This is an optimization exercise on Yosys and OpenROAD, whose aim is small area, not a production implementation.
Function was checked by simulation only, so behaviour that the tests miss may differ from the original.

==> flow/design.v (excerpt) <==
module flicker_core (
    input  wire        clk,
    input  wire        rst,           
    input  wire        test_mode,     
    input  wire        ovf,           
    input  wire [31:0] seed_rdata,
    output wire        seed_we,
    output wire [31:0] seed_wdata,
    input  wire        bus_req,
    input  wire        bus_we,
    input  wire [5:0]  bus_addr,
    input  wire [1:0]  bus_size,      
    input  wire [31:0] bus_wdata,
    output reg         bus_ack,
    output wire        bus_err,
    output wire [31:0] bus_rdata,
    output wire [7:0]  duty,
    output reg         duty_we
);
Size in the first run: roughly 910 cells after synthesis, ~230 flip-flops, about 150 I/O pins, ~0.0091 mm2 of cells after synthesis.
export LEC_CHECK = 0
export CAP_MARGIN = 20
export CORE_MARGIN = 2
export CORE_UTILIZATION = 40
export SLEW_MARGIN = 20
create_clock -name core_clock -period 20.0 [get_ports {clk}]
standard.sh (not shown) runs the stock make flow with config.mk's settings and CLKGATE_MAP_FILE= SYNTH_SCRIPT=/design/flow/synth_recipe.tcl, a recipe that flattens the netlist after the stock synthesis.
==> flow/flow/run.sh <==
#!/bin/bash
# ORFS layout with three changes, each tool's output in a log here:
#  - synthesis maps all logic, adders included, with an area-oriented ABC
#    script (flow/abc_area.script) instead of pre-mapping adder cells;
#    the registers are those of the standard synthesis (dfflibmap runs before ABC);
#  - every port still gets a buffer, of the smallest drive (buf_1);
#  - the clock tree uses small clock buffers and no dummy loads.
set -uo pipefail
HERE=$(pwd)
rm -rf scripts_mod
cp -r "$FLOW_HOME/scripts" scripts_mod
cp flow/abc_area.script scripts_mod/abc_area.script
export BUFFER_PORTS_ARGS="-buffer_cell sky130_fd_sc_hd__buf_1"
export CTS_ARGS="-sink_clustering_enable -repair_clock_nets -dont_use_dummy_load -buf_list sky130_fd_sc_hd__clkbuf_2"
bash standard.sh SCRIPTS_DIR="$HERE/scripts_mod" ABC_AREA=1 ADDER_MAP_FILE= finish > standard_flow.log 2>&1
status=$?
rm -rf scripts_mod
exit $status
==> flow/flow/abc_area.script <==
strash
&get -n
&deepsyn -I 3 -T 150
&put
&get -n
&dch -f
&nf -R 1000 -p -a
&put
Rerun with:
--- a/flow/design.v
+++ b/flow/design.v
@@ -55,22 +55,23 @@
     reg  [3:0]  cnt;           
     reg         err;
     reg  [2:0]  cause;
     reg  [7:0]  ac;            
     reg  [3:0]  kc;            
     reg         cy1;           
     reg         sg1;           
     reg  [2:0]  ycy;           
     reg  [2:0]  acy, bcy;      
     reg         ysgn;          
     reg         z2sgn;         
+    reg  [2:0]  yd;            
     assign duty = duty_q;
     wire last = (ph == 5'd31);
     wire idle = (slot == S_IDLE);
     wire boot = (slot == S_BOOT);    
     wire [32:0] sc;
     assign sc[0] = 1'b1;
     genvar gi;
     generate for (gi = 0; gi < 32; gi = gi + 1) begin : g_inc
         assign sc[gi+1] = sc[gi] & seed_rdata[gi];
     end endgenerate
     wire [31:0] s0 = (seed_rdata ^ sc[31:0]) | {31'd0, sc[32]};
@@ -131,30 +132,30 @@
     wire ybit = ysum[0];
     wire a0, a4, a6, a8, a10, a13, a15, az;
     wire b0, b3, b5, b7, b10, b13;
     wire [2:0] acin = (in_fb && ph == 5'd18) ? 3'd4 : acy;
     wire [2:0] bcin = (in_fb && ph == 5'd22) ? 3'd4 : bcy;
     assign a0  = in_fb ? z1[14]                   : ((ph <= 5'd17) ? z1[14] : ysgn);
     assign a4  = in_fb ? (z1[10] & (ph >= 5'd22)) : ((ph <= 5'd21) ? z1[10] : ysgn);
     assign a6  = in_fb ? (z1[8]  & (ph >= 5'd24)) : ((ph <= 5'd23) ? z1[8]  : ysgn);
     assign a8  = in_fb ? (z1[6]  & (ph >= 5'd26)) : ((ph <= 5'd25) ? z1[6]  : ysgn);
     assign a10 = in_fb ? (z1[4]  & (ph >= 5'd28)) : ((ph <= 5'd27) ? z1[4]  : ysgn);
     assign a13 = in_fb ? (z1[1]  & (ph >= 5'd31)) : ((ph <= 5'd30) ? z1[1]  : ysgn);
-    assign a15 = in_fb ? 1'b0                     : (ycy[0] & (ph >= 5'd1));
+    assign a15 = in_fb ? 1'b0                     : (yd[0] & (ph >= 5'd1));
     assign az  = in_fb ? 1'b0                     : ((ph <= 5'd27) ? z2[4]  : z2sgn);
     assign b0  = in_fb ? z1[10]                   : ((ph <= 5'd21) ? z1[10] : ysgn);
     assign b3  = in_fb ? (z1[7]  & (ph >= 5'd25)) : ((ph <= 5'd24) ? z1[7]  : ysgn);
     assign b5  = in_fb ? (z1[5]  & (ph >= 5'd27)) : ((ph <= 5'd26) ? z1[5]  : ysgn);
     assign b7  = in_fb ? (z1[3]  & (ph >= 5'd29)) : ((ph <= 5'd28) ? z1[3]  : ysgn);
     assign b10 = in_fb ? 1'b0                     : z1[0];
-    assign b13 = in_fb ? 1'b0                     : (ycy[2] & (ph >= 5'd3));
+    assign b13 = in_fb ? 1'b0                     : (yd[2] & (ph >= 5'd3));
     wire [3:0] asum, bsum;
     flk_filter u_filter (
         .a_ops({a0, a4, !a6, !a8, !a10, !a13, a15, az}), .a_cin(acin),
         .b_ops({!b0, !b3, b5, b7, !b10, !b13}),           .b_cin(bcin),
         .a_sum(asum), .b_sum(bsum)
     );
     wire y16b = (ph <= 5'd15) ? z1[8] : sg1;
     wire neg_c, over_c;
     flk_map u_map (.s(res[15:6]), .neg(neg_c), .over(over_c));
     wire       neg   = (ph == 5'd0) ? neg_c  : ysgn;
     wire       over  = (ph == 5'd0) ? over_c : z2sgn;
@@ -229,28 +230,29 @@
         endcase
     end
     always @(posedge clk) begin
         z1        <= {z1_in,   z1[31:1]};
         z2        <= {z2_in,   z2[31:1]};
         arg       <= {arg_in,  arg[31:1]};
         res       <= {(ph[4] && slot != S_FB) ? res[0] : res_in, res[15:1]};
         seedw     <= {seed_in, seedw[31:1]};
         cy1   <= (slot == S_MAP) ? tsum[1] : xsum[1];
         if (slot == S_FC ? (ph == 5'd15) : (ph == 5'd7))
             sg1 <= (slot == S_FC) ? z1[8] : xsum[0];
-        ycy   <= in_fc ? {ycy[1:0], z1[0]} : ysum[3:1];
+        ycy   <= ysum[3:1];
         acy   <= asum[3:1];
         bcy   <= bsum[3:1];
         if (in_fb && last) ysgn <= ybit;
         else if (slot == S_MAP && ph == 5'd0) ysgn <= neg_c;
         if (ph == 5'd0) z2sgn <= (slot == S_MAP) ? over_c : z2[31];
+        yd    <= {yd[1:0], z1[0]};
     end
     always @(posedge clk) begin
         if (rst) begin
             ph        <= 5'd31;
             mode_test <= test_mode;
             slot      <= S_BOOT;
             opc       <= O_NONE;
             tick      <= 1'b0;
             cnt       <= 4'd0;
             err       <= 1'b0;
             cause     <= 3'd0;
Outcome:
- setup slack improved by 0.092 ns
- first-iteration DRC count came out lower by 14%
- critical path depth does not change
- final area hardly moves
- utilization hardly moves
- count of clock-buffer cells in the layout stays the same
- worst hold slack got worse by 0.023 ns
- wire length came out lower by 1.7%

-- what the ideal ports hide --
How much do the figures lean on ideal ports? The routed layouts below were timed once more, with nothing changed but the port constraints.
Step 1: set_driving_cell puts a clkbuf_16 on clk and a buf_2 on each other input, an assumption about the parent block.
Step 2 adds t to the input delays and takes it off the output delays; t is the mean of the earliest and latest rising clock arrival at the registers after step 1. Input paths then give back, and output paths get back, about the clock's delay inside the block.
Three values: ideal, step 1, step 2; two values: the first two.
run | t (ns) | slack for setup (ns) | latest minus earliest clock arrival (ns) | worst register clock-pin slew, ns | cell pins on the clock port's net
the first run | 0.789 | 10.310 / 10.282 / 10.282 | 0.103 / 0.103 | 0.11 / 0.11 | 1
the second run | 0.785 | 10.402 / 10.381 / 10.381 | 0.117 / 0.118 | 0.11 / 0.11 | 1
After both steps setup and hold are still met in every run listed. For the first run, which loses most, drivers alone change the setup slack by -0.028 ns; drivers and shift together by -0.028 ns.
